What follows belongs to an exercise in optimizing a design on an open flow for small area, a short achievable clock period and few clock cycles per item; a production flow would make more cautious choices. In this exercise RTL edits were held to simulation tests only and were not proved equivalent to the original.

==> flow/design.v (outline; a module is shown in full before it is edited, if it fits) <==
// module sdc_comp: 431 lines
// module fp_addsub: 102 lines
// module fp_mul_seq: 81 lines
// module booth_53x16: 48 lines
// module fp_div_seq: 58 lines
// module fp_divc: 81 lines
// module fp_round: 15 lines
// module i2f: 18 lines
module sdc_comp (
    input  wire        clk,
    input  wire        rst,
    input  wire        start,
    output wire        ready,
    input  wire [19:0] adc_t,
    input  wire [19:0] adc_p,
    input  wire [15:0] dig_t1,
    input  wire [15:0] dig_t2,
    input  wire [15:0] dig_t3,
    input  wire [15:0] dig_p1,
    input  wire [15:0] dig_p2,
    input  wire [15:0] dig_p3,
    input  wire [15:0] dig_p4,
    input  wire [15:0] dig_p5,
    input  wire [15:0] dig_p6,
    input  wire [15:0] dig_p7,
    input  wire [15:0] dig_p8,
    input  wire [15:0] dig_p9,
    output reg         done,
    output wire [63:0] t_fine,
    output wire [63:0] temperature,
    output wire [63:0] pressure,
    output wire        degenerate,
    output wire        alt_invalid
);
  // ...
==> flow/run.sh <==
#!/bin/bash
# synth_recipe.tcl (not shown) runs the flow's synth.tcl, then flattens the netlist and writes it again
# the make line also repeats each setting of config.mk as NAME=value (left out here)
make -C /OpenROAD-flow-scripts/flow DESIGN_CONFIG=/design/flow/config.mk WORK_HOME=/design/flow/orfs CLKGATE_MAP_FILE= SYNTH_SCRIPT=/design/flow/synth_recipe.tcl finish
==> flow/config.mk <==
export PLATFORM = sky130hd
export DESIGN_NAME = sdc_comp
export DESIGN_NICKNAME = sdc_comp
export VERILOG_FILES = /design/flow/design.v
export SDC_FILE = /design/flow/constraint.sdc
export NUM_CORES = 4
export LEC_CHECK = 0
export ABC_CLOCK_PERIOD_IN_PS = 5000
export CAP_MARGIN = 20
export CORE_MARGIN = 2
export CORE_UTILIZATION = 40
export SETUP_SLACK_MARGIN = 5
export SLEW_MARGIN = 20
==> flow/constraint.sdc <==
create_clock -name core_clock -period 16.0 [get_ports {clk}]
set_input_delay 3.2000 -clock core_clock [delete_from_list [all_inputs] [get_ports {clk}]]
set_output_delay 3.2000 -clock core_clock [all_outputs]
set_load 0.01 [all_outputs]
==> results.toml, run 1 <==
[synthesis]
synth_ff_type = "edfxtp_1"
synth_cell_type_count = 120
synth-xor-area-share_pct = 6.012
ys_top_cells_by_count = "edfxtp_1, nor2_1, nand2_1, inv_1, a21oi_1"

[grt]
grt_max_degree = 153
antenna_found_initial = 84
grt_pass1_wl_um = 974300

[clock_tree]
clock_latency_ps = 1000

[finish]
fillers = 39450
n_antenna_cell = 66
regArea_um2 = 63380
final_cells = 22980
seq_area_share_pct = 34.35
bufAreaShareNonClock_pct = 3.560
largestClassByArea = "multi-input combinational cells"
nClkBuffers = 362

[timing]
setup_viol = 0
final.setup.tns_ps = 0
period_needed_ps = 7494
final_hold_viol_count = 0
worst_pin_slew_ps = 1354

[floorplanning]
design.portCount = 431

[detailed_routing]
wl_per_cell_um = 30.17
highest_layer = "met5"

[worst_setup_path]
cp_slowest_cell = "nor4_2"
endpoint = "alt_invalid"
cp-startpoint = "r1[6]"

[run_status]
run_status = "no timing/DRC/antenna violations"
Testbench counts, summed over its fixed seeds: cycles 47,224, items 1,600.
==> module sdc_comp, before the edit <==
module sdc_comp (
    input  wire        clk,
    input  wire        rst,
    input  wire        start,
    output wire        ready,
    input  wire [19:0] adc_t,
    input  wire [19:0] adc_p,
    input  wire [15:0] dig_t1,
    input  wire [15:0] dig_t2,
    input  wire [15:0] dig_t3,
    input  wire [15:0] dig_p1,
    input  wire [15:0] dig_p2,
    input  wire [15:0] dig_p3,
    input  wire [15:0] dig_p4,
    input  wire [15:0] dig_p5,
    input  wire [15:0] dig_p6,
    input  wire [15:0] dig_p7,
    input  wire [15:0] dig_p8,
    input  wire [15:0] dig_p9,
    output reg         done,
    output wire [63:0] t_fine,
    output wire [63:0] temperature,
    output wire [63:0] pressure,
    output wire        degenerate,
    output wire        alt_invalid
);
    localparam LASTPH = 5'd28;
    reg  [4:0] ph;        
    reg         v0;        
    reg         v1;        
    reg         v2;        
    reg         v3;        
    reg         v4;        
    assign ready = (ph == LASTPH);
    wire accept = start && ready;
    always @(posedge clk) begin
        if (rst) begin
            ph <= 5'd0;
            v0 <= 1'b0; v1 <= 1'b0; v2 <= 1'b0; v3 <= 1'b0; v4 <= 1'b0; done <= 1'b0;
        end else begin
            done <= v4 && (ph == 5'd14);
            if (ph == LASTPH) begin
                ph <= 5'd0;
                v4 <= v3;
                v3 <= v2;
                v2 <= v1;
                v1 <= v0;
                v0 <= accept;
            end else begin
                ph <= ph + 5'd1;
            end
        end
    end
    reg  [21:0] at_q;
    reg  [19:0] ap_q0, ap_q1;
    reg  [15:0] t1_q;
    reg  [15:0] t2_q;
    reg  [15:0] t3_q;
    reg  [15:0] p1_q0, p1_q1;
    reg  [15:0] p2_q;
    reg  [15:0] p3_q0, p3_q1;
    reg  [15:0] p4_q0, p4_q1;
    reg  [15:0] p5_q;
    reg  [15:0] p6_q;
    reg  [15:0] p7_q0, p7_q1, p7_q2, p7_q3;
    reg  [15:0] p8_q0, p8_q1, p8_q2, p8_q3;
    reg  [15:0] p9_q0, p9_q1, p9_q2, p9_q3;
    always @(posedge clk) begin
        if (accept) begin
            at_q <= {2'b00, adc_t};
            t1_q <= dig_t1;
            t2_q <= dig_t2;
            t3_q <= dig_t3;
            p2_q <= dig_p2;
            p5_q <= dig_p5;
            p6_q <= dig_p6;
        end
        if (accept) begin
            ap_q0 <= adc_p;
            p1_q0 <= dig_p1;
            p3_q0 <= dig_p3;
            p4_q0 <= dig_p4;
            p7_q0 <= dig_p7;
            p8_q0 <= dig_p8;
            p9_q0 <= dig_p9;
        end
        if (ph == LASTPH) begin    
            ap_q1 <= ap_q0;
            p1_q1 <= p1_q0;
            p3_q1 <= p3_q0;
            p4_q1 <= p4_q0;
            p7_q1 <= p7_q0;
            p7_q2 <= p7_q1;
            p7_q3 <= p7_q2;
            p8_q1 <= p8_q0;
            p8_q2 <= p8_q1;
            p8_q3 <= p8_q2;
            p9_q1 <= p9_q0;
            p9_q2 <= p9_q1;
            p9_q3 <= p9_q2;
        end
    end
    reg  [63:0] r0;
    reg  [63:0] r1;
    reg  [63:0] r2_0, r2_1, r2_2, r2_3, r2_4;
    reg  [63:0] r3;
    reg  [63:0] r4;
    reg  [63:0] r5;
    reg         deg_1, deg_2, deg_3, deg_4;
    wire [1:0] m_xs_n;
    reg  [1:0] m_xs;
    wire [1:0] m_ys_n;
    reg  [1:0] m_ys;
    wire [3:0] m_ysi_n;
    reg  [3:0] m_ysi;
    wire [0:0] m_ld_n;
    reg  [0:0] m_ld;
    wire [1:0] m_n_n;
    reg  [1:0] m_n;
    wire [7:0] m_sc_n;
    reg  [7:0] m_sc;
    wire [0:0] r0_we_n;
    reg  [0:0] r0_we;
    wire [0:0] r1_we_n;
    reg  [0:0] r1_we;
    wire [2:0] a_xs_n;
    reg  [2:0] a_xs;
    wire [2:0] a_ys_n;
    reg  [2:0] a_ys;
    wire [0:0] a_nx_n;
    reg  [0:0] a_nx;
    wire [0:0] a_ny_n;
    reg  [0:0] a_ny;
    wire [7:0] a_sc_n;
    reg  [7:0] a_sc;
    wire [0:0] r2_we_n;
    reg  [0:0] r2_we;
    wire [0:0] q_xs_n;
    reg  [0:0] q_xs;
    wire [0:0] q_ld_n;
    reg  [0:0] q_ld;
    wire [0:0] q_25_n;
    reg  [0:0] q_25;
    wire [7:0] q_sc_n;
    reg  [7:0] q_sc;
    wire [0:0] r3_we_n;
    reg  [0:0] r3_we;
    wire [1:0] a_ysi_n;
    reg  [1:0] a_ysi;
    wire [0:0] r4_we_n;
    reg  [0:0] r4_we;
    wire [0:0] d_ld_n;
    reg  [0:0] d_ld;
    wire [7:0] d_sc_n;
    reg  [7:0] d_sc;
    wire [0:0] r5_we_n;
    reg  [0:0] r5_we;
    wire [0:0] r0_s_n;
    reg  [0:0] r0_s;
    wire [1:0] r1_s_n;
    reg  [1:0] r1_s;
    wire [0:0] r3_s_n;
    reg  [0:0] r3_s;
    wire [0:0] r4_s_n;
    reg  [0:0] r4_s;
    wire [0:0] r5_s_n;
    reg  [0:0] r5_s;
    wire [0:0] deg_we_n;
    reg  [0:0] deg_we;
    assign m_xs_n[0] = (v0 & ((ph == 5'd6) | (ph == 5'd20) | (ph == 5'd24) | (ph == 5'd25) | (ph == 5'd27) | (ph == 5'd28))) | (v3 & ((ph == 5'd4) | (ph == 5'd7) | (ph == 5'd14)));
    assign m_xs_n[1] = (v1 & ((ph == 5'd13) | (ph == 5'd26))) | (v3 & ((ph == 5'd4) | (ph == 5'd7)));
    assign m_ys_n[0] = (v0 & ((ph == 5'd20))) | (v3 & ((ph == 5'd7)));
    assign m_ys_n[1] = (v1 & ((ph == 5'd26))) | (v3 & ((ph == 5'd7)));
    assign m_ysi_n[0] = (v0 & ((ph == 5'd2) | (ph == 5'd26) | (ph == 5'd27))) | (v1 & ((ph == 5'd12))) | (v3 & ((ph == 5'd3)));
    assign m_ysi_n[1] = (v0 & ((ph == 5'd5) | (ph == 5'd24) | (ph == 5'd26))) | (v1 & ((ph == 5'd12)));
    assign m_ysi_n[2] = (v0 & ((ph == 5'd23) | (ph == 5'd24) | (ph == 5'd27))) | (v1 & ((ph == 5'd12)));
    assign m_ysi_n[3] = (v3 & ((ph == 5'd3) | (ph == 5'd13)));
    assign m_ld_n[0] = (v0 & ((ph == 5'd1) | (ph == 5'd3) | (ph == 5'd6) | (ph == 5'd20) | (ph == 5'd24) | (ph == 5'd25) | (ph == 5'd27) | (ph == 5'd28))) | (v1 & ((ph == 5'd13) | (ph == 5'd26))) | (v3 & ((ph == 5'd4) | (ph == 5'd7) | (ph == 5'd14)));
    assign m_n_n[0] = (v0 & ((ph == 5'd1)));
    assign m_n_n[1] = (v0 & ((ph == 5'd20))) | (v3 & ((ph == 5'd7)));
    assign m_sc_n[0] = (v0 & ((ph == 5'd24) | (ph == 5'd27) | (ph == 5'd28))) | (v3 & ((ph == 5'd4) | (ph == 5'd14)));
    assign m_sc_n[1] = (v0 & ((ph == 5'd3) | (ph == 5'd6)));
    assign m_sc_n[2] = (v0 & ((ph == 5'd6) | (ph == 5'd28)));
    assign m_sc_n[3] = (v0 & ((ph == 5'd6) | (ph == 5'd28)));
    assign m_sc_n[4] = (v0 & ((ph == 5'd3) | (ph == 5'd6) | (ph == 5'd27))) | (v3 & ((ph == 5'd4)));
    assign m_sc_n[5] = (v0 & ((ph == 5'd3) | (ph == 5'd27) | (ph == 5'd28))) | (v3 & ((ph == 5'd4) | (ph == 5'd14)));
    assign m_sc_n[6] = (v0 & ((ph == 5'd3) | (ph == 5'd6) | (ph == 5'd27) | (ph == 5'd28))) | (v3 & ((ph == 5'd4) | (ph == 5'd14)));
    assign m_sc_n[7] = (v0 & ((ph == 5'd3) | (ph == 5'd6) | (ph == 5'd27) | (ph == 5'd28))) | (v3 & ((ph == 5'd4) | (ph == 5'd14)));
    assign r0_we_n[0] = (v0 & ((ph == 5'd5) | (ph == 5'd6) | (ph == 5'd19) | (ph == 5'd26) | (ph == 5'd28))) | (v1 & ((ph == 5'd11))) | (v3 & ((ph == 5'd13) | (ph == 5'd17))) | (v4 & ((ph == 5'd3)));
    assign r1_we_n[0] = (v0 & ((ph == 5'd9) | (ph == 5'd27))) | (v1 & ((ph == 5'd2) | (ph == 5'd6) | (ph == 5'd7) | (ph == 5'd12) | (ph == 5'd17))) | (v4 & ((ph == 5'd13)));
    assign a_xs_n[0] = (v0 & ((ph == 5'd15))) | (v1 & ((ph == 5'd3) | (ph == 5'd7) | (ph == 5'd8))) | (v3 & ((ph == 5'd28)));
    assign a_xs_n[1] = (v1 & ((ph == 5'd2) | (ph == 5'd3) | (ph == 5'd7) | (ph == 5'd8)));
    assign a_xs_n[2] = (v3 & ((ph == 5'd23) | (ph == 5'd28)));
    assign a_ys_n[0] = (v0 & ((ph == 5'd10))) | (v1 & ((ph == 5'd2) | (ph == 5'd3))) | (v3 & ((ph == 5'd18) | (ph == 5'd28)));
    assign a_ys_n[1] = (v0 & ((ph == 5'd15))) | (v1 & ((ph == 5'd3)));
    assign a_ys_n[2] = (v1 & ((ph == 5'd8))) | (v3 & ((ph == 5'd18) | (ph == 5'd28)));
    assign a_nx_n[0] = (v1 & ((ph == 5'd13)));
    assign a_ny_n[0] = (v0 & ((ph == 5'd15)));
    assign a_sc_n[0] = (v0 & ((ph == 5'd15)));
    assign a_sc_n[1] = (v0 & ((ph == 5'd15))) | (v1 & ((ph == 5'd2) | (ph == 5'd3))) | (v3 & ((ph == 5'd28)));
    assign a_sc_n[2] = (v0 & ((ph == 5'd15))) | (v1 & ((ph == 5'd2) | (ph == 5'd3) | (ph == 5'd7))) | (v3 & ((ph == 5'd23) | (ph == 5'd28)));
    assign a_sc_n[3] = (v0 & ((ph == 5'd15))) | (v1 & ((ph == 5'd2) | (ph == 5'd3))) | (v3 & ((ph == 5'd23) | (ph == 5'd28)));
    assign a_sc_n[4] = (v0 & ((ph == 5'd15))) | (v1 & ((ph == 5'd3))) | (v3 & ((ph == 5'd23) | (ph == 5'd28)));
    assign a_sc_n[5] = (v0 & ((ph == 5'd15))) | (v1 & ((ph == 5'd2))) | (v3 & ((ph == 5'd23) | (ph == 5'd28)));
    assign a_sc_n[6] = (v0 & ((ph == 5'd15))) | (v1 & ((ph == 5'd2) | (ph == 5'd3))) | (v3 & ((ph == 5'd23) | (ph == 5'd28)));
    assign a_sc_n[7] = (v0 & ((ph == 5'd15))) | (v1 & ((ph == 5'd2) | (ph == 5'd3))) | (v3 & ((ph == 5'd23) | (ph == 5'd28)));
    assign r2_we_n[0] = (v0 & ((ph == 5'd14)));
    assign q_xs_n[0] = (v4 & ((ph == 5'd4)));
    assign q_ld_n[0] = (v3 & ((ph == 5'd24))) | (v4 & ((ph == 5'd4)));
    assign q_25_n[0] = (v4 & ((ph == 5'd4)));
    assign q_sc_n[0] = 1'b0;
    assign q_sc_n[1] = (v3 & ((ph == 5'd24)));
    assign q_sc_n[2] = (v3 & ((ph == 5'd24)));
    assign q_sc_n[3] = 1'b0;
    assign q_sc_n[4] = (v3 & ((ph == 5'd24)));
    assign q_sc_n[5] = (v3 & ((ph == 5'd24)));
    assign q_sc_n[6] = (v3 & ((ph == 5'd24)));
    assign q_sc_n[7] = (v3 & ((ph == 5'd24)));
    assign r3_we_n[0] = (v1 & ((ph == 5'd1) | (ph == 5'd16))) | (v4 & ((ph == 5'd4)));
    assign a_ysi_n[0] = (v1 & ((ph == 5'd12)));
    assign a_ysi_n[1] = (v3 & ((ph == 5'd22)));
    assign r4_we_n[0] = (v2 & ((ph == 5'd0))) | (v3 & ((ph == 5'd1)));
    assign d_ld_n[0] = (v2 & ((ph == 5'd1)));
    assign d_sc_n[0] = 1'b0;
    assign d_sc_n[1] = 1'b0;
    assign d_sc_n[2] = 1'b0;
    assign d_sc_n[3] = 1'b0;
    assign d_sc_n[4] = 1'b0;
    assign d_sc_n[5] = 1'b0;
    assign d_sc_n[6] = 1'b0;
    assign d_sc_n[7] = 1'b0;
    assign r5_we_n[0] = (v3 & ((ph == 5'd7) | (ph == 5'd22) | (ph == 5'd27)));
    assign r0_s_n[0] = (v0 & ((ph == 5'd19))) | (v1 & ((ph == 5'd11))) | (v4 & ((ph == 5'd3)));
    assign r1_s_n[0] = (v1 & ((ph == 5'd6) | (ph == 5'd7) | (ph == 5'd12) | (ph == 5'd17)));
    assign r1_s_n[1] = (v4 & ((ph == 5'd13)));
    assign r3_s_n[0] = (v1 & ((ph == 5'd1) | (ph == 5'd16)));
    assign r4_s_n[0] = (v3 & ((ph == 5'd1)));
    assign r5_s_n[0] = (v3 & ((ph == 5'd22) | (ph == 5'd27)));
    assign deg_we_n[0] = (v1 & ((ph == 5'd16)));
    always @(posedge clk) begin
        m_xs <= m_xs_n;
        m_ys <= m_ys_n;
        m_ysi <= m_ysi_n;
        m_ld <= m_ld_n;
        m_n <= m_n_n;
        m_sc <= m_sc_n;
        r0_we <= r0_we_n;
        r1_we <= r1_we_n;
        a_xs <= a_xs_n;
        a_ys <= a_ys_n;
        a_nx <= a_nx_n;
        a_ny <= a_ny_n;
        a_sc <= a_sc_n;
        r2_we <= r2_we_n;
        q_xs <= q_xs_n;
        q_ld <= q_ld_n;
        q_25 <= q_25_n;
        q_sc <= q_sc_n;
        r3_we <= r3_we_n;
        a_ysi <= a_ysi_n;
        r4_we <= r4_we_n;
        d_ld <= d_ld_n;
        d_sc <= d_sc_n;
        r5_we <= r5_we_n;
        r0_s <= r0_s_n;
        r1_s <= r1_s_n;
        r3_s <= r3_s_n;
        r4_s <= r4_s_n;
        r5_s <= r5_s_n;
        deg_we <= deg_we_n;
    end
    reg  [63:0] op_Mx;
    reg  [21:0] int_Mx;
    wire [63:0] cv_Mx;
    wire [63:0] cvc_Mx;
    reg  [31:0] cvq_Mx;    
    i2f u_i2f_Mx (.v(int_Mx), .f(cvc_Mx));
    always @(posedge clk) cvq_Mx <= cvc_Mx[63:32];
    assign cv_Mx = {cvq_Mx, 32'd0};
    always @* int_Mx = (at_q - {2'b00, t1_q, 4'd0});
    always @* begin
        case (m_xs)
            2'd0: op_Mx = cv_Mx;
            2'd1: op_Mx = r0;
            2'd2: op_Mx = r1;
            default: op_Mx = r4;
        endcase
    end
    reg  [63:0] op_My;
    reg  [21:0] int_My;
    wire [63:0] cv_My;
    wire [63:0] cvc_My;
    reg  [31:0] cvq_My;    
    i2f u_i2f_My (.v(int_My), .f(cvc_My));
    always @(posedge clk) cvq_My <= cvc_My[63:32];
    assign cv_My = {cvq_My, 32'd0};
    always @* begin
        case (m_ysi)
            4'd0: int_My = (at_q - {2'b00, t1_q, 4'd0});
            4'd1: int_My = {{6{t2_q[15]}}, t2_q};
            4'd2: int_My = {{6{t3_q[15]}}, t3_q};
            4'd3: int_My = {{6{p6_q[15]}}, p6_q};
            4'd4: int_My = {{6{p5_q[15]}}, p5_q};
            4'd5: int_My = {{6{p3_q0[15]}}, p3_q0};
            4'd6: int_My = {{6{p2_q[15]}}, p2_q};
            4'd7: int_My = {6'd0, p1_q1};
            4'd8: int_My = {{6{p9_q3[15]}}, p9_q3};
            default: int_My = {{6{p8_q3[15]}}, p8_q3};
        endcase
    end
    always @* begin
        case (m_ys)
            2'd0: op_My = cv_My;
            2'd1: op_My = r0;
            2'd2: op_My = 64'h40B86A0000000000;
            default: op_My = r4;
        endcase
    end
    reg  [63:0] op_Ax;
    always @* begin
        case (a_xs)
            3'd0: op_Ax = r0;
            3'd1: op_Ax = r2_0;
            3'd2: op_Ax = r3;
            3'd3: op_Ax = r1;
            3'd4: op_Ax = r5;
            default: op_Ax = r4;
        endcase
    end
    reg  [63:0] op_Ay;
    reg  [21:0] int_Ay;
    wire [63:0] cv_Ay;
    wire [63:0] cvc_Ay;
    reg  [31:0] cvq_Ay;    
    i2f u_i2f_Ay (.v(int_Ay), .f(cvc_Ay));
    always @(posedge clk) cvq_Ay <= cvc_Ay[63:32];
    assign cv_Ay = {cvq_Ay, 32'd0};
    always @* begin
        case (a_ysi)
            2'd0: int_Ay = {{6{p4_q1[15]}}, p4_q1};
            2'd1: int_Ay = {1'b0, 21'd1048576 - {1'b0, ap_q1}};
            default: int_Ay = {{6{p7_q3[15]}}, p7_q3};
        endcase
    end
    always @* begin
        case (a_ys)
            3'd0: op_Ay = cv_Ay;
            3'd1: op_Ay = r1;
            3'd2: op_Ay = 64'h40FF400000000000;
            3'd3: op_Ay = r0;
            3'd4: op_Ay = 64'h3FF0000000000000;
            default: op_Ay = r5;
        endcase
    end
    reg  [63:0] op_Qx;
    always @* begin
        case (q_xs)
            1'd0: op_Qx = r2_3;
            default: op_Qx = r0;
        endcase
    end
    reg  [63:0] op_Dx;
    always @* begin
        op_Dx = r4;
    end
    reg  [63:0] op_Dy;
    always @* begin
        op_Dy = r3;
    end
    wire [63:0] m_res, a_res, d_res, q_res;
    wire        m_zero;
    fp_mul_seq u_mul (.clk(clk), .ld(m_ld), .a(op_Mx), .b(op_My), .nsel(m_n), .scale(m_sc), .result(m_res), .zero(m_zero));
    fp_addsub u_add (.clk(clk), .a({op_Ax[63] ^ a_nx, op_Ax[62:0]}), .b({op_Ay[63] ^ a_ny, op_Ay[62:0]}), .scale(a_sc), .result(a_res));
    fp_div_seq u_div (.clk(clk), .ld(d_ld), .a(op_Dx), .b(op_Dy), .scale(d_sc), .result(d_res));
    fp_divc u_divc (.clk(clk), .ld(q_ld), .a(op_Qx), .by25(q_25), .scale(q_sc), .result(q_res));
    always @(posedge clk) begin
        if (r0_we) begin
            case (r0_s)
                1'd0: r0 <= m_res;
                1'd1: r0 <= a_res;
                default: r0 <= a_res;
            endcase
        end
        if (r1_we) begin
            case (r1_s)
                2'd0: r1 <= m_res;
                2'd1: r1 <= a_res;
                2'd2: r1 <= q_res;
                default: r1 <= q_res;
            endcase
        end
        if (r2_we) r2_0 <= a_res;
        if (r3_we) begin
            case (r3_s)
                1'd0: r3 <= q_res;
                1'd1: r3 <= m_res;
                default: r3 <= m_res;
            endcase
        end
        if (r4_we) begin
            case (r4_s)
                1'd0: r4 <= m_res;
                1'd1: r4 <= d_res;
                default: r4 <= d_res;
            endcase
        end
        if (r5_we) begin
            case (r5_s)
                1'd0: r5 <= m_res;
                1'd1: r5 <= a_res;
                default: r5 <= a_res;
            endcase
        end
        if (deg_we) deg_1 <= m_zero;
        if (ph == LASTPH) begin    
            r2_1 <= r2_0;
            r2_2 <= r2_1;
            r2_3 <= r2_2;
            r2_4 <= r2_3;
            deg_2 <= deg_1;
            deg_3 <= deg_2;
            deg_4 <= deg_3;
        end
    end
    assign t_fine      = r2_4;
    assign temperature = r3;
    assign degenerate  = deg_4;
    wire   [63:0] press_r = r1;
    assign pressure    = degenerate ? 64'd0 : press_r;
    assign alt_invalid = !degenerate && press_r[63] && (press_r[62:0] != 63'd0);
endmodule
==> module fp_div_seq, before the edit <==
module fp_div_seq (
    input  wire        clk,
    input  wire        ld,
    input  wire [63:0] a,
    input  wire [63:0] b,
    input  wire [7:0]  scale,    
    output wire [63:0] result
);
    reg  [4:0]   cnt;
    reg          sign_q, zero_q;
    reg  [12:0]  exp_q;
    reg  [52:0]  dv;        
    reg  [54:0]  dv3;       
    reg  [53:0]  rem;       
    reg  [55:0]  quo;
    function [55:0] step;    
        input [53:0] r;
        input [52:0] d;
        input [54:0] d3;
        reg   [56:0] r4, t1, t2, t3;
        begin
            r4 = {1'b0, r, 2'b00};
            t1 = r4 - {3'b000, d, 1'b0};
            t2 = r4 - {2'b00, d, 2'b00};
            t3 = r4 - {1'b0, d3, 1'b0};
            if (!t3[56])      step = {2'd3, t3[53:0]};
            else if (!t2[56]) step = {2'd2, t2[53:0]};
            else if (!t1[56]) step = {2'd1, t1[53:0]};
            else              step = {2'd0, r4[53:0]};
        end
    endfunction
    wire [55:0] s1 = step(rem, dv, dv3);
    always @(posedge clk) begin
        if (ld) begin
            sign_q <= a[63] ^ b[63];
            zero_q <= (a[62:52] == 11'd0);
            exp_q  <= {2'b00, a[62:52]} - {2'b00, b[62:52]} + {{5{scale[7]}}, scale} + 13'd1022;
            dv     <= {1'b1, b[51:0]};
            dv3    <= {2'b01, b[51:0]} + {1'b1, b[51:0], 1'b0};
            rem    <= {1'b0, 1'b1, a[51:0]};
            quo    <= 56'd0;
            cnt    <= 5'd28;
        end else if (cnt != 5'd0) begin
            rem <= s1[53:0];
            quo <= {quo[53:0], s1[55:54]};
            cnt <= cnt - 5'd1;
        end
    end
    wire top = quo[55];
    wire rem_nz = |rem;
    fp_round u_rnd (
        .sign(sign_q), .zero(zero_q), .exp(exp_q + {12'd0, top}),
        .mant(top ? quo[55:3] : quo[54:2]),
        .guard(top ? quo[2] : quo[1]),
        .sticky(top ? (|quo[1:0] | rem_nz) : (quo[0] | rem_nz)),
        .result(result)
    );
endmodule
==> run 2, diff against run 1 <==
--- a/flow/design.v
+++ b/flow/design.v
@@ -25,5 +25,5 @@
     output wire        alt_invalid
 );
-    localparam LASTPH = 5'd28;
+    localparam LASTPH = 5'd20;
     reg  [4:0] ph;        
     reg         v0;        
@@ -32,4 +32,5 @@
     reg         v3;        
     reg         v4;        
+    reg         v5;        
     assign ready = (ph == LASTPH);
     wire accept = start && ready;
@@ -37,9 +38,10 @@
         if (rst) begin
             ph <= 5'd0;
-            v0 <= 1'b0; v1 <= 1'b0; v2 <= 1'b0; v3 <= 1'b0; v4 <= 1'b0; done <= 1'b0;
+            v0 <= 1'b0; v1 <= 1'b0; v2 <= 1'b0; v3 <= 1'b0; v4 <= 1'b0; v5 <= 1'b0; done <= 1'b0;
         end else begin
-            done <= v4 && (ph == 5'd14);
+            done <= v5 && (ph == 5'd18);
             if (ph == LASTPH) begin
                 ph <= 5'd0;
+                v5 <= v4;
                 v4 <= v3;
                 v3 <= v2;
@@ -53,17 +55,17 @@
     end
     reg  [21:0] at_q;
-    reg  [19:0] ap_q0, ap_q1;
+    reg  [19:0] ap_q0, ap_q1, ap_q2;
     reg  [15:0] t1_q;
     reg  [15:0] t2_q;
     reg  [15:0] t3_q;
-    reg  [15:0] p1_q0, p1_q1;
-    reg  [15:0] p2_q;
+    reg  [15:0] p1_q0, p1_q1, p1_q2;
+    reg  [15:0] p2_q0, p2_q1;
     reg  [15:0] p3_q0, p3_q1;
-    reg  [15:0] p4_q0, p4_q1;
-    reg  [15:0] p5_q;
-    reg  [15:0] p6_q;
-    reg  [15:0] p7_q0, p7_q1, p7_q2, p7_q3;
-    reg  [15:0] p8_q0, p8_q1, p8_q2, p8_q3;
-    reg  [15:0] p9_q0, p9_q1, p9_q2, p9_q3;
+    reg  [15:0] p4_q0, p4_q1, p4_q2;
+    reg  [15:0] p5_q0, p5_q1;
+    reg  [15:0] p6_q0, p6_q1;
+    reg  [15:0] p7_q0, p7_q1, p7_q2, p7_q3, p7_q4;
+    reg  [15:0] p8_q0, p8_q1, p8_q2, p8_q3, p8_q4;
+    reg  [15:0] p9_q0, p9_q1, p9_q2, p9_q3, p9_q4;
     always @(posedge clk) begin
         if (accept) begin
@@ -72,13 +74,13 @@
             t2_q <= dig_t2;
             t3_q <= dig_t3;
-            p2_q <= dig_p2;
-            p5_q <= dig_p5;
-            p6_q <= dig_p6;
         end
         if (accept) begin
             ap_q0 <= adc_p;
             p1_q0 <= dig_p1;
+            p2_q0 <= dig_p2;
             p3_q0 <= dig_p3;
             p4_q0 <= dig_p4;
+            p5_q0 <= dig_p5;
+            p6_q0 <= dig_p6;
             p7_q0 <= dig_p7;
             p8_q0 <= dig_p8;
@@ -87,27 +89,38 @@
         if (ph == LASTPH) begin    
             ap_q1 <= ap_q0;
+            ap_q2 <= ap_q1;
             p1_q1 <= p1_q0;
+            p1_q2 <= p1_q1;
+            p2_q1 <= p2_q0;
             p3_q1 <= p3_q0;
             p4_q1 <= p4_q0;
+            p4_q2 <= p4_q1;
+            p5_q1 <= p5_q0;
+            p6_q1 <= p6_q0;
             p7_q1 <= p7_q0;
             p7_q2 <= p7_q1;
             p7_q3 <= p7_q2;
+            p7_q4 <= p7_q3;
             p8_q1 <= p8_q0;
             p8_q2 <= p8_q1;
             p8_q3 <= p8_q2;
+            p8_q4 <= p8_q3;
             p9_q1 <= p9_q0;
             p9_q2 <= p9_q1;
             p9_q3 <= p9_q2;
+            p9_q4 <= p9_q3;
         end
     end
     reg  [63:0] r0;
     reg  [63:0] r1;
-    reg  [63:0] r2_0, r2_1, r2_2, r2_3, r2_4;
+    reg  [63:0] r2_1, r2_2, r2_3, r2_4, r2_5;
     reg  [63:0] r3;
     reg  [63:0] r4;
     reg  [63:0] r5;
-    reg         deg_1, deg_2, deg_3, deg_4;
-    wire [1:0] m_xs_n;
-    reg  [1:0] m_xs;
+    reg  [63:0] r6_3, r6_4, r6_5;
+    reg  [63:0] r7;
+    reg         deg_2, deg_3, deg_4, deg_5;
+    wire [2:0] m_xs_n;
+    reg  [2:0] m_xs;
     wire [1:0] m_ys_n;
     reg  [1:0] m_ys;
@@ -120,8 +133,8 @@
     wire [7:0] m_sc_n;
     reg  [7:0] m_sc;
-    wire [0:0] r0_we_n;
-    reg  [0:0] r0_we;
     wire [0:0] r1_we_n;
     reg  [0:0] r1_we;
+    wire [0:0] r0_we_n;
+    reg  [0:0] r0_we;
     wire [2:0] a_xs_n;
     reg  [2:0] a_xs;
@@ -144,82 +157,87 @@
     wire [7:0] q_sc_n;
     reg  [7:0] q_sc;
+    wire [0:0] r7_we_n;
+    reg  [0:0] r7_we;
     wire [0:0] r3_we_n;
     reg  [0:0] r3_we;
-    wire [1:0] a_ysi_n;
-    reg  [1:0] a_ysi;
     wire [0:0] r4_we_n;
     reg  [0:0] r4_we;
+    wire [1:0] a_ysi_n;
+    reg  [1:0] a_ysi;
+    wire [0:0] r5_we_n;
+    reg  [0:0] r5_we;
     wire [0:0] d_ld_n;
     reg  [0:0] d_ld;
     wire [7:0] d_sc_n;
     reg  [7:0] d_sc;
-    wire [0:0] r5_we_n;
-    reg  [0:0] r5_we;
+    wire [0:0] r6_we_n;
+    reg  [0:0] r6_we;
+    wire [0:0] r1_s_n;
+    reg  [0:0] r1_s;
     wire [0:0] r0_s_n;
     reg  [0:0] r0_s;
-    wire [1:0] r1_s_n;
-    reg  [1:0] r1_s;
     wire [0:0] r3_s_n;
     reg  [0:0] r3_s;
-    wire [0:0] r4_s_n;
-    reg  [0:0] r4_s;
     wire [0:0] r5_s_n;
     reg  [0:0] r5_s;
     wire [0:0] deg_we_n;
     reg  [0:0] deg_we;
-    assign m_xs_n[0] = (v0 & ((ph == 5'd6) | (ph == 5'd20) | (ph == 5'd24) | (ph == 5'd25) | (ph == 5'd27) | (ph == 5'd28))) | (v3 & ((ph == 5'd4) | (ph == 5'd7) | (ph == 5'd14)));
-    assign m_xs_n[1] = (v1 & ((ph == 5'd13) | (ph == 5'd26))) | (v3 & ((ph == 5'd4) | (ph == 5'd7)));
-    assign m_ys_n[0] = (v0 & ((ph == 5'd20))) | (v3 & ((ph == 5'd7)));
-    assign m_ys_n[1] = (v1 & ((ph == 5'd26))) | (v3 & ((ph == 5'd7)));
-    assign m_ysi_n[0] = (v0 & ((ph == 5'd2) | (ph == 5'd26) | (ph == 5'd27))) | (v1 & ((ph == 5'd12))) | (v3 & ((ph == 5'd3)));
-    assign m_ysi_n[1] = (v0 & ((ph == 5'd5) | (ph == 5'd24) | (ph == 5'd26))) | (v1 & ((ph == 5'd12)));
-    assign m_ysi_n[2] = (v0 & ((ph == 5'd23) | (ph == 5'd24) | (ph == 5'd27))) | (v1 & ((ph == 5'd12)));
-    assign m_ysi_n[3] = (v3 & ((ph == 5'd3) | (ph == 5'd13)));
-    assign m_ld_n[0] = (v0 & ((ph == 5'd1) | (ph == 5'd3) | (ph == 5'd6) | (ph == 5'd20) | (ph == 5'd24) | (ph == 5'd25) | (ph == 5'd27) | (ph == 5'd28))) | (v1 & ((ph == 5'd13) | (ph == 5'd26))) | (v3 & ((ph == 5'd4) | (ph == 5'd7) | (ph == 5'd14)));
-    assign m_n_n[0] = (v0 & ((ph == 5'd1)));
-    assign m_n_n[1] = (v0 & ((ph == 5'd20))) | (v3 & ((ph == 5'd7)));
-    assign m_sc_n[0] = (v0 & ((ph == 5'd24) | (ph == 5'd27) | (ph == 5'd28))) | (v3 & ((ph == 5'd4) | (ph == 5'd14)));
-    assign m_sc_n[1] = (v0 & ((ph == 5'd3) | (ph == 5'd6)));
-    assign m_sc_n[2] = (v0 & ((ph == 5'd6) | (ph == 5'd28)));
-    assign m_sc_n[3] = (v0 & ((ph == 5'd6) | (ph == 5'd28)));
-    assign m_sc_n[4] = (v0 & ((ph == 5'd3) | (ph == 5'd6) | (ph == 5'd27))) | (v3 & ((ph == 5'd4)));
-    assign m_sc_n[5] = (v0 & ((ph == 5'd3) | (ph == 5'd27) | (ph == 5'd28))) | (v3 & ((ph == 5'd4) | (ph == 5'd14)));
-    assign m_sc_n[6] = (v0 & ((ph == 5'd3) | (ph == 5'd6) | (ph == 5'd27) | (ph == 5'd28))) | (v3 & ((ph == 5'd4) | (ph == 5'd14)));
-    assign m_sc_n[7] = (v0 & ((ph == 5'd3) | (ph == 5'd6) | (ph == 5'd27) | (ph == 5'd28))) | (v3 & ((ph == 5'd4) | (ph == 5'd14)));
-    assign r0_we_n[0] = (v0 & ((ph == 5'd5) | (ph == 5'd6) | (ph == 5'd19) | (ph == 5'd26) | (ph == 5'd28))) | (v1 & ((ph == 5'd11))) | (v3 & ((ph == 5'd13) | (ph == 5'd17))) | (v4 & ((ph == 5'd3)));
-    assign r1_we_n[0] = (v0 & ((ph == 5'd9) | (ph == 5'd27))) | (v1 & ((ph == 5'd2) | (ph == 5'd6) | (ph == 5'd7) | (ph == 5'd12) | (ph == 5'd17))) | (v4 & ((ph == 5'd13)));
-    assign a_xs_n[0] = (v0 & ((ph == 5'd15))) | (v1 & ((ph == 5'd3) | (ph == 5'd7) | (ph == 5'd8))) | (v3 & ((ph == 5'd28)));
-    assign a_xs_n[1] = (v1 & ((ph == 5'd2) | (ph == 5'd3) | (ph == 5'd7) | (ph == 5'd8)));
-    assign a_xs_n[2] = (v3 & ((ph == 5'd23) | (ph == 5'd28)));
-    assign a_ys_n[0] = (v0 & ((ph == 5'd10))) | (v1 & ((ph == 5'd2) | (ph == 5'd3))) | (v3 & ((ph == 5'd18) | (ph == 5'd28)));
-    assign a_ys_n[1] = (v0 & ((ph == 5'd15))) | (v1 & ((ph == 5'd3)));
-    assign a_ys_n[2] = (v1 & ((ph == 5'd8))) | (v3 & ((ph == 5'd18) | (ph == 5'd28)));
-    assign a_nx_n[0] = (v1 & ((ph == 5'd13)));
-    assign a_ny_n[0] = (v0 & ((ph == 5'd15)));
-    assign a_sc_n[0] = (v0 & ((ph == 5'd15)));
-    assign a_sc_n[1] = (v0 & ((ph == 5'd15))) | (v1 & ((ph == 5'd2) | (ph == 5'd3))) | (v3 & ((ph == 5'd28)));
-    assign a_sc_n[2] = (v0 & ((ph == 5'd15))) | (v1 & ((ph == 5'd2) | (ph == 5'd3) | (ph == 5'd7))) | (v3 & ((ph == 5'd23) | (ph == 5'd28)));
-    assign a_sc_n[3] = (v0 & ((ph == 5'd15))) | (v1 & ((ph == 5'd2) | (ph == 5'd3))) | (v3 & ((ph == 5'd23) | (ph == 5'd28)));
-    assign a_sc_n[4] = (v0 & ((ph == 5'd15))) | (v1 & ((ph == 5'd3))) | (v3 & ((ph == 5'd23) | (ph == 5'd28)));
-    assign a_sc_n[5] = (v0 & ((ph == 5'd15))) | (v1 & ((ph == 5'd2))) | (v3 & ((ph == 5'd23) | (ph == 5'd28)));
-    assign a_sc_n[6] = (v0 & ((ph == 5'd15))) | (v1 & ((ph == 5'd2) | (ph == 5'd3))) | (v3 & ((ph == 5'd23) | (ph == 5'd28)));
-    assign a_sc_n[7] = (v0 & ((ph == 5'd15))) | (v1 & ((ph == 5'd2) | (ph == 5'd3))) | (v3 & ((ph == 5'd23) | (ph == 5'd28)));
-    assign r2_we_n[0] = (v0 & ((ph == 5'd14)));
-    assign q_xs_n[0] = (v4 & ((ph == 5'd4)));
-    assign q_ld_n[0] = (v3 & ((ph == 5'd24))) | (v4 & ((ph == 5'd4)));
-    assign q_25_n[0] = (v4 & ((ph == 5'd4)));
+    assign m_xs_n[0] = (v0 & ((ph == 5'd7))) | (v2 & ((ph == 5'd14))) | (v4 & ((ph == 5'd4)));
+    assign m_xs_n[1] = (v1 & ((ph == 5'd6) | (ph == 5'd8) | (ph == 5'd12) | (ph == 5'd15) | (ph == 5'd16))) | (v2 & ((ph == 5'd13) | (ph == 5'd14))) | (v4 & ((ph == 5'd5)));
+    assign m_xs_n[2] = (v3 & ((ph == 5'd18))) | (v4 & ((ph == 5'd4) | (ph == 5'd5)));
+    assign m_ys_n[0] = (v1 & ((ph == 5'd8))) | (v3 & ((ph == 5'd18)));
+    assign m_ys_n[1] = (v2 & ((ph == 5'd13))) | (v3 & ((ph == 5'd18)));
+    assign m_ysi_n[0] = (v0 & ((ph == 5'd0))) | (v1 & ((ph == 5'd14) | (ph == 5'd15))) | (v2 & ((ph == 5'd13))) | (v4 & ((ph == 5'd4)));
+    assign m_ysi_n[1] = (v0 & ((ph == 5'd6))) | (v1 & ((ph == 5'd11) | (ph == 5'd14))) | (v2 & ((ph == 5'd13)));
+    assign m_ysi_n[2] = (v1 & ((ph == 5'd5) | (ph == 5'd11) | (ph == 5'd15))) | (v2 & ((ph == 5'd13)));
+    assign m_ysi_n[3] = (v4 & ((ph == 5'd3) | (ph == 5'd4)));
+    assign m_ld_n[0] = (v0 & ((ph == 5'd1) | (ph == 5'd2) | (ph == 5'd7))) | (v1 & ((ph == 5'd6) | (ph == 5'd8) | (ph == 5'd12) | (ph == 5'd15) | (ph == 5'd16))) | (v2 & ((ph == 5'd13) | (ph == 5'd14))) | (v3 & ((ph == 5'd18))) | (v4 & ((ph == 5'd4) | (ph == 5'd5)));
+    assign m_n_n[0] = (v0 & ((ph == 5'd2)));
+    assign m_n_n[1] = (v1 & ((ph == 5'd8))) | (v3 & ((ph == 5'd18)));
+    assign m_sc_n[0] = (v1 & ((ph == 5'd6) | (ph == 5'd15) | (ph == 5'd16))) | (v4 & ((ph == 5'd4) | (ph == 5'd5)));
+    assign m_sc_n[1] = (v0 & ((ph == 5'd1) | (ph == 5'd7)));
+    assign m_sc_n[2] = (v0 & ((ph == 5'd7))) | (v1 & ((ph == 5'd16)));
+    assign m_sc_n[3] = (v0 & ((ph == 5'd7))) | (v1 & ((ph == 5'd16)));
+    assign m_sc_n[4] = (v0 & ((ph == 5'd1) | (ph == 5'd7))) | (v1 & ((ph == 5'd15))) | (v4 & ((ph == 5'd5)));
+    assign m_sc_n[5] = (v0 & ((ph == 5'd1))) | (v1 & ((ph == 5'd15) | (ph == 5'd16))) | (v4 & ((ph == 5'd4) | (ph == 5'd5)));
+    assign m_sc_n[6] = (v0 & ((ph == 5'd1) | (ph == 5'd7))) | (v1 & ((ph == 5'd15) | (ph == 5'd16))) | (v4 & ((ph == 5'd4) | (ph == 5'd5)));
+    assign m_sc_n[7] = (v0 & ((ph == 5'd1) | (ph == 5'd7))) | (v1 & ((ph == 5'd15) | (ph == 5'd16))) | (v4 & ((ph == 5'd4) | (ph == 5'd5)));
+    assign r1_we_n[0] = (v0 & ((ph == 5'd6) | (ph == 5'd10))) | (v1 & ((ph == 5'd18) | (ph == 5'd19))) | (v2 & ((ph == 5'd4) | (ph == 5'd7) | (ph == 5'd16))) | (v4 & ((ph == 5'd8)));
+    assign r0_we_n[0] = (v0 & ((ph == 5'd4))) | (v1 & ((ph == 5'd15))) | (v2 & ((ph == 5'd2))) | (v4 & ((ph == 5'd3)));
+    assign a_xs_n[0] = (v0 & ((ph == 5'd20))) | (v4 & ((ph == 5'd9))) | (v5 & ((ph == 5'd1)));
+    assign a_xs_n[1] = (v1 & ((ph == 5'd19))) | (v2 & ((ph == 5'd0) | (ph == 5'd5) | (ph == 5'd8))) | (v4 & ((ph == 5'd9)));
+    assign a_xs_n[2] = (v4 & ((ph == 5'd14))) | (v5 & ((ph == 5'd1)));
+    assign a_ys_n[0] = (v0 & ((ph == 5'd15))) | (v1 & ((ph == 5'd19))) | (v2 & ((ph == 5'd5))) | (v4 & ((ph == 5'd9)));
+    assign a_ys_n[1] = (v0 & ((ph == 5'd20))) | (v1 & ((ph == 5'd19))) | (v5 & ((ph == 5'd1)));
+    assign a_ys_n[2] = (v2 & ((ph == 5'd0) | (ph == 5'd5))) | (v5 & ((ph == 5'd1)));
+    assign a_nx_n[0] = (v2 & ((ph == 5'd8)));
+    assign a_ny_n[0] = (v0 & ((ph == 5'd20)));
+    assign a_sc_n[0] = (v0 & ((ph == 5'd20)));
+    assign a_sc_n[1] = (v0 & ((ph == 5'd20))) | (v1 & ((ph == 5'd19))) | (v2 & ((ph == 5'd0))) | (v5 & ((ph == 5'd1)));
+    assign a_sc_n[2] = (v0 & ((ph == 5'd20))) | (v1 & ((ph == 5'd19))) | (v2 & ((ph == 5'd0) | (ph == 5'd3))) | (v4 & ((ph == 5'd14))) | (v5 & ((ph == 5'd1)));
+    assign a_sc_n[3] = (v0 & ((ph == 5'd20))) | (v1 & ((ph == 5'd19))) | (v2 & ((ph == 5'd0))) | (v4 & ((ph == 5'd14))) | (v5 & ((ph == 5'd1)));
+    assign a_sc_n[4] = (v0 & ((ph == 5'd20))) | (v2 & ((ph == 5'd0))) | (v4 & ((ph == 5'd14))) | (v5 & ((ph == 5'd1)));
+    assign a_sc_n[5] = (v0 & ((ph == 5'd20))) | (v1 & ((ph == 5'd19))) | (v4 & ((ph == 5'd14))) | (v5 & ((ph == 5'd1)));
+    assign a_sc_n[6] = (v0 & ((ph == 5'd20))) | (v1 & ((ph == 5'd19))) | (v2 & ((ph == 5'd0))) | (v4 & ((ph == 5'd14))) | (v5 & ((ph == 5'd1)));
+    assign a_sc_n[7] = (v0 & ((ph == 5'd20))) | (v1 & ((ph == 5'd19))) | (v2 & ((ph == 5'd0))) | (v4 & ((ph == 5'd14))) | (v5 & ((ph == 5'd1)));
+    assign r2_we_n[0] = (v0 & ((ph == 5'd19)));
+    assign q_xs_n[0] = (v5 & ((ph == 5'd8)));
+    assign q_ld_n[0] = (v4 & ((ph == 5'd20))) | (v5 & ((ph == 5'd8)));
+    assign q_25_n[0] = (v5 & ((ph == 5'd8)));
     assign q_sc_n[0] = 1'b0;
-    assign q_sc_n[1] = (v3 & ((ph == 5'd24)));
-    assign q_sc_n[2] = (v3 & ((ph == 5'd24)));
+    assign q_sc_n[1] = (v4 & ((ph == 5'd20)));
+    assign q_sc_n[2] = (v4 & ((ph == 5'd20)));
     assign q_sc_n[3] = 1'b0;
-    assign q_sc_n[4] = (v3 & ((ph == 5'd24)));
-    assign q_sc_n[5] = (v3 & ((ph == 5'd24)));
-    assign q_sc_n[6] = (v3 & ((ph == 5'd24)));
-    assign q_sc_n[7] = (v3 & ((ph == 5'd24)));
-    assign r3_we_n[0] = (v1 & ((ph == 5'd1) | (ph == 5'd16))) | (v4 & ((ph == 5'd4)));
-    assign a_ysi_n[0] = (v1 & ((ph == 5'd12)));
-    assign a_ysi_n[1] = (v3 & ((ph == 5'd22)));
-    assign r4_we_n[0] = (v2 & ((ph == 5'd0))) | (v3 & ((ph == 5'd1)));
-    assign d_ld_n[0] = (v2 & ((ph == 5'd1)));
+    assign q_sc_n[4] = (v4 & ((ph == 5'd20)));
+    assign q_sc_n[5] = (v4 & ((ph == 5'd20)));
+    assign q_sc_n[6] = (v4 & ((ph == 5'd20)));
+    assign q_sc_n[7] = (v4 & ((ph == 5'd20)));
+    assign r7_we_n[0] = (v5 & ((ph == 5'd8)));
+    assign r3_we_n[0] = (v1 & ((ph == 5'd3) | (ph == 5'd14))) | (v2 & ((ph == 5'd12) | (ph == 5'd17))) | (v4 & ((ph == 5'd13) | (ph == 5'd18)));
+    assign r4_we_n[0] = (v1 & ((ph == 5'd9))) | (v4 & ((ph == 5'd7)));
+    assign a_ysi_n[0] = (v2 & ((ph == 5'd7)));
+    assign a_ysi_n[1] = (v4 & ((ph == 5'd13)));
+    assign r5_we_n[0] = (v2 & ((ph == 5'd9))) | (v5 & ((ph == 5'd5) | (ph == 5'd17)));
+    assign d_ld_n[0] = (v2 & ((ph == 5'd18)));
     assign d_sc_n[0] = 1'b0;
     assign d_sc_n[1] = 1'b0;
@@ -230,12 +248,10 @@
     assign d_sc_n[6] = 1'b0;
     assign d_sc_n[7] = 1'b0;
-    assign r5_we_n[0] = (v3 & ((ph == 5'd7) | (ph == 5'd22) | (ph == 5'd27)));
-    assign r0_s_n[0] = (v0 & ((ph == 5'd19))) | (v1 & ((ph == 5'd11))) | (v4 & ((ph == 5'd3)));
-    assign r1_s_n[0] = (v1 & ((ph == 5'd6) | (ph == 5'd7) | (ph == 5'd12) | (ph == 5'd17)));
-    assign r1_s_n[1] = (v4 & ((ph == 5'd13)));
-    assign r3_s_n[0] = (v1 & ((ph == 5'd1) | (ph == 5'd16)));
-    assign r4_s_n[0] = (v3 & ((ph == 5'd1)));
-    assign r5_s_n[0] = (v3 & ((ph == 5'd22) | (ph == 5'd27)));
-    assign deg_we_n[0] = (v1 & ((ph == 5'd16)));
+    assign r6_we_n[0] = (v3 & ((ph == 5'd17)));
+    assign r1_s_n[0] = (v2 & ((ph == 5'd4) | (ph == 5'd7)));
+    assign r0_s_n[0] = (v2 & ((ph == 5'd2)));
+    assign r3_s_n[0] = (v1 & ((ph == 5'd14))) | (v2 & ((ph == 5'd17)));
+    assign r5_s_n[0] = (v5 & ((ph == 5'd17)));
+    assign deg_we_n[0] = (v2 & ((ph == 5'd17)));
     always @(posedge clk) begin
         m_xs <= m_xs_n;
@@ -245,6 +261,6 @@
         m_n <= m_n_n;
         m_sc <= m_sc_n;
-        r0_we <= r0_we_n;
         r1_we <= r1_we_n;
+        r0_we <= r0_we_n;
         a_xs <= a_xs_n;
         a_ys <= a_ys_n;
@@ -257,14 +273,15 @@
         q_25 <= q_25_n;
         q_sc <= q_sc_n;
+        r7_we <= r7_we_n;
         r3_we <= r3_we_n;
-        a_ysi <= a_ysi_n;
         r4_we <= r4_we_n;
+        a_ysi <= a_ysi_n;
+        r5_we <= r5_we_n;
         d_ld <= d_ld_n;
         d_sc <= d_sc_n;
-        r5_we <= r5_we_n;
-        r0_s <= r0_s_n;
+        r6_we <= r6_we_n;
         r1_s <= r1_s_n;
+        r0_s <= r0_s_n;
         r3_s <= r3_s_n;
-        r4_s <= r4_s_n;
         r5_s <= r5_s_n;
         deg_we <= deg_we_n;
@@ -281,8 +298,11 @@
     always @* begin
         case (m_xs)
-            2'd0: op_Mx = cv_Mx;
-            2'd1: op_Mx = r0;
-            2'd2: op_Mx = r1;
-            default: op_Mx = r4;
+            3'd0: op_Mx = cv_Mx;
+            3'd1: op_Mx = r1;
+            3'd2: op_Mx = r3;
+            3'd3: op_Mx = r5;
+            3'd4: op_Mx = r6_3;
+            3'd5: op_Mx = r0;
+            default: op_Mx = r6_4;
         endcase
     end
@@ -300,11 +320,11 @@
             4'd1: int_My = {{6{t2_q[15]}}, t2_q};
             4'd2: int_My = {{6{t3_q[15]}}, t3_q};
-            4'd3: int_My = {{6{p6_q[15]}}, p6_q};
-            4'd4: int_My = {{6{p5_q[15]}}, p5_q};
-            4'd5: int_My = {{6{p3_q0[15]}}, p3_q0};
-            4'd6: int_My = {{6{p2_q[15]}}, p2_q};
-            4'd7: int_My = {6'd0, p1_q1};
-            4'd8: int_My = {{6{p9_q3[15]}}, p9_q3};
-            default: int_My = {{6{p8_q3[15]}}, p8_q3};
+            4'd3: int_My = {{6{p6_q1[15]}}, p6_q1};
+            4'd4: int_My = {{6{p5_q1[15]}}, p5_q1};
+            4'd5: int_My = {{6{p3_q1[15]}}, p3_q1};
+            4'd6: int_My = {{6{p2_q1[15]}}, p2_q1};
+            4'd7: int_My = {6'd0, p1_q2};
+            4'd8: int_My = {{6{p9_q4[15]}}, p9_q4};
+            default: int_My = {{6{p8_q4[15]}}, p8_q4};
         endcase
     end
@@ -312,7 +332,7 @@
         case (m_ys)
             2'd0: op_My = cv_My;
-            2'd1: op_My = r0;
+            2'd1: op_My = r3;
             2'd2: op_My = 64'h40B86A0000000000;
-            default: op_My = r4;
+            default: op_My = r6_3;
         endcase
     end
@@ -321,9 +341,9 @@
         case (a_xs)
             3'd0: op_Ax = r0;
-            3'd1: op_Ax = r2_0;
-            3'd2: op_Ax = r3;
-            3'd3: op_Ax = r1;
-            3'd4: op_Ax = r5;
-            default: op_Ax = r4;
+            3'd1: op_Ax = r2_1;
+            3'd2: op_Ax = r1;
+            3'd3: op_Ax = r4;
+            3'd4: op_Ax = r3;
+            default: op_Ax = r6_5;
         endcase
     end
@@ -338,7 +358,7 @@
     always @* begin
         case (a_ysi)
-            2'd0: int_Ay = {{6{p4_q1[15]}}, p4_q1};
-            2'd1: int_Ay = {1'b0, 21'd1048576 - {1'b0, ap_q1}};
-            default: int_Ay = {{6{p7_q3[15]}}, p7_q3};
+            2'd0: int_Ay = {{6{p4_q2[15]}}, p4_q2};
+            2'd1: int_Ay = {1'b0, 21'd1048576 - {1'b0, ap_q2}};
+            default: int_Ay = {{6{p7_q4[15]}}, p7_q4};
         endcase
     end
@@ -348,7 +368,8 @@
             3'd1: op_Ay = r1;
             3'd2: op_Ay = 64'h40FF400000000000;
-            3'd3: op_Ay = r0;
-            3'd4: op_Ay = 64'h3FF0000000000000;
-            default: op_Ay = r5;
+            3'd3: op_Ay = r4;
+            3'd4: op_Ay = r0;
+            3'd5: op_Ay = 64'h3FF0000000000000;
+            default: op_Ay = r3;
         endcase
     end
@@ -356,11 +377,11 @@
     always @* begin
         case (q_xs)
-            1'd0: op_Qx = r2_3;
-            default: op_Qx = r0;
+            1'd0: op_Qx = r2_5;
+            default: op_Qx = r5;
         endcase
     end
     reg  [63:0] op_Dx;
     always @* begin
-        op_Dx = r4;
+        op_Dx = r1;
     end
     reg  [63:0] op_Dy;
@@ -384,47 +405,44 @@
         if (r1_we) begin
             case (r1_s)
-                2'd0: r1 <= m_res;
-                2'd1: r1 <= a_res;
-                2'd2: r1 <= q_res;
-                default: r1 <= q_res;
+                1'd0: r1 <= m_res;
+                1'd1: r1 <= a_res;
+                default: r1 <= a_res;
             endcase
         end
-        if (r2_we) r2_0 <= a_res;
+        if (r2_we) r2_1 <= a_res;
         if (r3_we) begin
             case (r3_s)
-                1'd0: r3 <= q_res;
+                1'd0: r3 <= a_res;
                 1'd1: r3 <= m_res;
                 default: r3 <= m_res;
             endcase
         end
-        if (r4_we) begin
-            case (r4_s)
-                1'd0: r4 <= m_res;
-                1'd1: r4 <= d_res;
-                default: r4 <= d_res;
-            endcase
-        end
+        if (r4_we) r4 <= m_res;
         if (r5_we) begin
             case (r5_s)
-                1'd0: r5 <= m_res;
-                1'd1: r5 <= a_res;
-                default: r5 <= a_res;
+                1'd0: r5 <= a_res;
+                1'd1: r5 <= q_res;
+                default: r5 <= q_res;
             endcase
         end
-        if (deg_we) deg_1 <= m_zero;
+        if (r6_we) r6_3 <= d_res;
+        if (r7_we) r7 <= q_res;
+        if (deg_we) deg_2 <= m_zero;
         if (ph == LASTPH) begin    
-            r2_1 <= r2_0;
             r2_2 <= r2_1;
             r2_3 <= r2_2;
             r2_4 <= r2_3;
-            deg_2 <= deg_1;
+            r2_5 <= r2_4;
+            r6_4 <= r6_3;
+            r6_5 <= r6_4;
             deg_3 <= deg_2;
             deg_4 <= deg_3;
+            deg_5 <= deg_4;
         end
     end
-    assign t_fine      = r2_4;
-    assign temperature = r3;
-    assign degenerate  = deg_4;
-    wire   [63:0] press_r = r1;
+    assign t_fine      = r2_5;
+    assign temperature = r7;
+    assign degenerate  = deg_5;
+    wire   [63:0] press_r = r5;
     assign pressure    = degenerate ? 64'd0 : press_r;
     assign alt_invalid = !degenerate && press_r[63] && (press_r[62:0] != 63'd0);
@@ -674,23 +692,28 @@
     reg  [52:0]  dv;        
     reg  [54:0]  dv3;       
+    reg  [55:0]  dv5, dv7;  
     reg  [53:0]  rem;       
-    reg  [55:0]  quo;
-    function [55:0] step;    
-        input [53:0] r;
-        input [52:0] d;
-        input [54:0] d3;
-        reg   [56:0] r4, t1, t2, t3;
-        begin
-            r4 = {1'b0, r, 2'b00};
-            t1 = r4 - {3'b000, d, 1'b0};
-            t2 = r4 - {2'b00, d, 2'b00};
-            t3 = r4 - {1'b0, d3, 1'b0};
-            if (!t3[56])      step = {2'd3, t3[53:0]};
-            else if (!t2[56]) step = {2'd2, t2[53:0]};
-            else if (!t1[56]) step = {2'd1, t1[53:0]};
-            else              step = {2'd0, r4[53:0]};
-        end
-    endfunction
-    wire [55:0] s1 = step(rem, dv, dv3);
+    reg  [56:0]  quo;
+    wire [57:0] r8 = {1'b0, rem, 3'b000};
+    wire [57:0] t1 = r8 - {4'd0, dv, 1'b0};
+    wire [57:0] t2 = r8 - {3'd0, dv, 2'b00};
+    wire [57:0] t3 = r8 - {2'd0, dv3, 1'b0};
+    wire [57:0] t4 = r8 - {2'd0, dv, 3'b000};
+    wire [57:0] t5 = r8 - {1'd0, dv5, 1'b0};
+    wire [57:0] t6 = r8 - {1'd0, dv3, 2'b00};
+    wire [57:0] t7 = r8 - {1'd0, dv7, 1'b0};
+    reg  [2:0]  dg;
+    reg  [53:0] rn;
+    always @* begin
+        if      (!t7[57]) begin dg = 3'd7; rn = t7[53:0]; end
+        else if (!t6[57]) begin dg = 3'd6; rn = t6[53:0]; end
+        else if (!t5[57]) begin dg = 3'd5; rn = t5[53:0]; end
+        else if (!t4[57]) begin dg = 3'd4; rn = t4[53:0]; end
+        else if (!t3[57]) begin dg = 3'd3; rn = t3[53:0]; end
+        else if (!t2[57]) begin dg = 3'd2; rn = t2[53:0]; end
+        else if (!t1[57]) begin dg = 3'd1; rn = t1[53:0]; end
+        else              begin dg = 3'd0; rn = r8[53:0]; end
+    end
+    wire [52:0] my = {1'b1, b[51:0]};
     always @(posedge clk) begin
         if (ld) begin
@@ -698,22 +721,24 @@
             zero_q <= (a[62:52] == 11'd0);
             exp_q  <= {2'b00, a[62:52]} - {2'b00, b[62:52]} + {{5{scale[7]}}, scale} + 13'd1022;
-            dv     <= {1'b1, b[51:0]};
-            dv3    <= {2'b01, b[51:0]} + {1'b1, b[51:0], 1'b0};
+            dv     <= my;
+            dv3    <= {2'b00, my} + {1'b0, my, 1'b0};
+            dv5    <= {3'b000, my} + {1'b0, my, 2'b00};
+            dv7    <= {my, 3'b000} - {3'b000, my};
             rem    <= {1'b0, 1'b1, a[51:0]};
-            quo    <= 56'd0;
-            cnt    <= 5'd28;
+            quo    <= 57'd0;
+            cnt    <= 5'd19;
         end else if (cnt != 5'd0) begin
-            rem <= s1[53:0];
-            quo <= {quo[53:0], s1[55:54]};
+            rem <= rn;
+            quo <= {quo[53:0], dg};
             cnt <= cnt - 5'd1;
         end
     end
-    wire top = quo[55];
+    wire top = quo[56];
     wire rem_nz = |rem;
     fp_round u_rnd (
         .sign(sign_q), .zero(zero_q), .exp(exp_q + {12'd0, top}),
-        .mant(top ? quo[55:3] : quo[54:2]),
-        .guard(top ? quo[2] : quo[1]),
-        .sticky(top ? (|quo[1:0] | rem_nz) : (quo[0] | rem_nz)),
+        .mant(top ? quo[56:4] : quo[55:3]),
+        .guard(top ? quo[3] : quo[2]),
+        .sticky(top ? (|quo[2:0] | rem_nz) : (|quo[1:0] | rem_nz)),
         .result(result)
     );
==> run 2 against run 1 <==
Compared with the run above: die area rose by 22%; clock-buffer cell count rose by 74; setup slack got worse by 110 ps; sequential share of layout area rose by 0.73 points; via count rose by 22%; clock skew rose by 2.2 ps; critical path type is now flop to flop; critical path depth rose by 14; core utilization rose by 0.050 points; final area rose by 23%.
==> results.toml, run 2 <==
[run_status]
run_status = "no timing/DRC/antenna violations"

[timing]
grt_setup_unrepaired = "false"
period_needed_ps = 7599
final.setup.tns_ps = 0
holdWs_ps = 320.4
final_hold_viol_count = 0
finalClockSkew_ps = 73.32
worst_slack_ps = 8401
setup_viol = 0
final_max_slew_viol_count = 0
relSlewSlack_pct = 8.747
timing.final.crit_share_pct = 47.50
worst_pin_slew_ps = 1364
max_freq_mhz = 131.6

[synthesis]
synth_compound_area_share_pct = 18.90
synth_top_area_share_pct = 30.64
synth_top_family_by_area = "compound AO/OA/AOI/OAI gates"
ys_top_cells_by_count = "edfxtp_1, nand2_1, nor2_1, a21oi_1, inv_1"
synthCells = 21140
synth.cell_area_um2 = 203100
synth_area_leaders = "edfxtp_1, dfxtp_1, ha_1"
synthAdderAreaFrac_pct = 11.00
synth-simple-area-share_pct = 12.85
synth_cell_type_count = 117
synth.avg_cell_area_um2 = 9.608
synth_top_cell_by_area = "edfxtp_1"
synth_async_sr_flop_share_pct = 0
synth_ff_type = "edfxtp_1"
yosysWarningCount = 7
muxShareOfSynthArea_pct = 6.819
yosysMostFrequentCell = "edfxtp_1"
synth-xor-area-share_pct = 6.198
ys_ff_latch = 2919
yosysSeqAreaShare_pct = 38.99
synth_fp_nets = 22890
synth_edf_count = 2072

[grt]
grt_overflow = 0
antenna_found_initial = 154
grt_max_degree = 112
grt_pass1_vias = 162400
grt_use_total_pct = 32.34
grt_pass1_wl_um = 1208000

[worst_setup_path]
critical_path_required_ps = 16760
cpMostUsedCell = "buf_4"
cp_max_fo = 31
worstSetupPathType = "flop to flop"
crit_chain = "inv_1 -> ha_1 -> a211o_1 -> a2111oi_0 -> o31ai_1 -> or3_1 -> a211oi_1 -> buf_4 -> a21oi_1 -> o21ai_1 -> a311o_1 -> o211ai_1 -> a31oi_1 -> o21a_1 -> buf_4 -> nand2_1 -> nor2_1 -> o21ai_0 -> o211a_1"
cp_slowest_cell = "nor2_1"
rrSetupSlack_ps = 8400
crit_arrival_ps = 8360
crit_path_start_kind = "flop"
reg2reg_from = "u_div.dv7[0]"
cp-end-kind = "flop"
max_stage_delay_ps = 930
r2r_end = "u_div.rem[21]"
r2r_cells = 19

[placed_design]
post-place-ws_ps = 8706
place_congestion = 1.061
portBuffers = 430
numPlacedInstances = 27390
dpl.hpwl_um = 654100

[floorplanning]
core_area_um2 = 505500
die_area_um2 = 513400
design.portCount = 431
fp.dieW_um = 716.5
start_util_pct = 40.17
rows = 261
die_h_um = 716.5

[detailed_routing]
via_count = 175800
ant_nets = 0
wirelength_um = 864600
via_per_inst = 6.252
wl_met1_um = 341400
wl_per_cell_um = 30.75
highest_layer = "met5"
route.met2.wl_um = 363100
met3_wirelength_um = 103100
drtIter0Drc = 23770
drt_first_pass_iters = 7
drc = 0

[clock_tree]
path_clk_slew_ps = 60
cts_resized = 0
ctsHtreeMaxLevel = 5
cts_tree = "yes"
clock_latency_ps = 1010
clockBufferDepth = 4
cts_root_buf = "clkbuf_16"
cts_setup_buffers = 0
clock-sinks = 2919
hold_buffers = 0
cts_made_buffers = 334

[finish]
final_cells = 28120
multi_input_area_um2 = 113800
regMostFlops = "u_mul.ps"
final_nets = 22780
layout_common_cells = "edfxtp_1, nand2_1, nor2_1, a21oi_1, inv_1"
largest_reg_flops = 69
largest_registers = "u_mul.ps: 69 flops, u_mul.pc: 65 flops"
final_common_cell = "edfxtp_1"
layout-drive-gt1-share_pct = 8.263
fillers = 48290
synthToLayoutAreaGrowth_pct = 11.30
regArea_um2 = 79300
final_util_pct = 44.71

[hold_path]
worstHoldPathCells = 0
hold_class = "flop to flop"
worstHoldEndpoint = "u_add.sc0[5]"
hold_start = "a_sc[5]"

[flow_run]
maxCapViolCount = 0
-- run 2: logic make-up after synthesis --
group           count (synthesis)
compound gates               5851
flops                        2919
xor+xnor                     1437
simple gates                 5488
buf+inv                      2771
mux                          1151
fa+ha+maj                    1519
-- run 2: critical path: cells and delay by family, from the launching register on --
family | cells | cell delay (ps)
adders and majority gates | 1 | 350
AOI/OAI and AO/OA | 12 | 3420
DFF | 1 | 670
buffers and inverters | 3 | 860
and+or+nand+nor | 3 | 2010
-- run 2: worst max path at each step --
stage,endpoint,from,slack (ps)
finish,u_div.rem[21],u_div.dv7[0],8400
global route,u_div.rem[21],u_div.dv7[0],8030
CTS,alt_invalid,r5[61],8570
detailed placement,u_div.rem[21],u_div.dv7[0],8710
global placement,r1[33],u_mul.acc[52],8840
floorplan,ap_q0[0],ph[0],470
-- run 2: layout make-up --
class,count,share of cell area (%)
inverter,1493,2.485
multi-input combinational,15450,50.35
sequential,2919,35.08
clock inverter,177,0.8907
tap,6706,3.712
antenna,110,0.1218
timing repair buffer,828,3.260
clock buffer,436,4.098
-- run 2: per-layer routing --
layer	GRT usage (%)	up-vias
li1	-	77050
met1	42.29	85680
met2	47.54	10830
met3	9.826	2146
met4	18.03	62
met5	0.2054	-
-- run 2: per-stage QoR --
stage,instance area (um^2)
2_1_floorplan,203100
3_3_place_gp,214300
3_5_place_dp,214400
4_1_cts,225700
5_1_grt,225800
6_report,226000
Testbench counts of run 2, summed over its fixed seeds: cycles 34,432, items 1,600.

static timing again, ports no longer ideal:
How much do the figures lean on ideal ports? The routed layouts below were timed once more, with nothing changed but the port constraints. Step 1 (the two cells are an assumption about what drives the block):
set clk [get_ports {clk}]
set_driving_cell -lib_cell sky130_fd_sc_hd__clkbuf_16 $clk
set_driving_cell -lib_cell sky130_fd_sc_hd__buf_2 [delete_from_list [all_inputs] $clk]
Step 2 adds t to the input delays and takes it off the output delays; t is the mean of the earliest and latest rising clock arrival at the registers after step 1. Input paths then give back, and output paths get back, about the clock's delay inside the block. Slacks: ideal ports / drivers / drivers and shift; pairs: ideal ports / drivers.
run | shift t [ns] | setup slack, ns | worst setup path after step 2 | pins driven straight from the clock port
run 1 | 1.088 | 8.506 / 8.386 / 8.661 | register to register | 1
run 2 | 1.098 | 8.401 / 8.354 / 8.401 | register to register | 1
After both steps setup and hold are still met in every run listed.
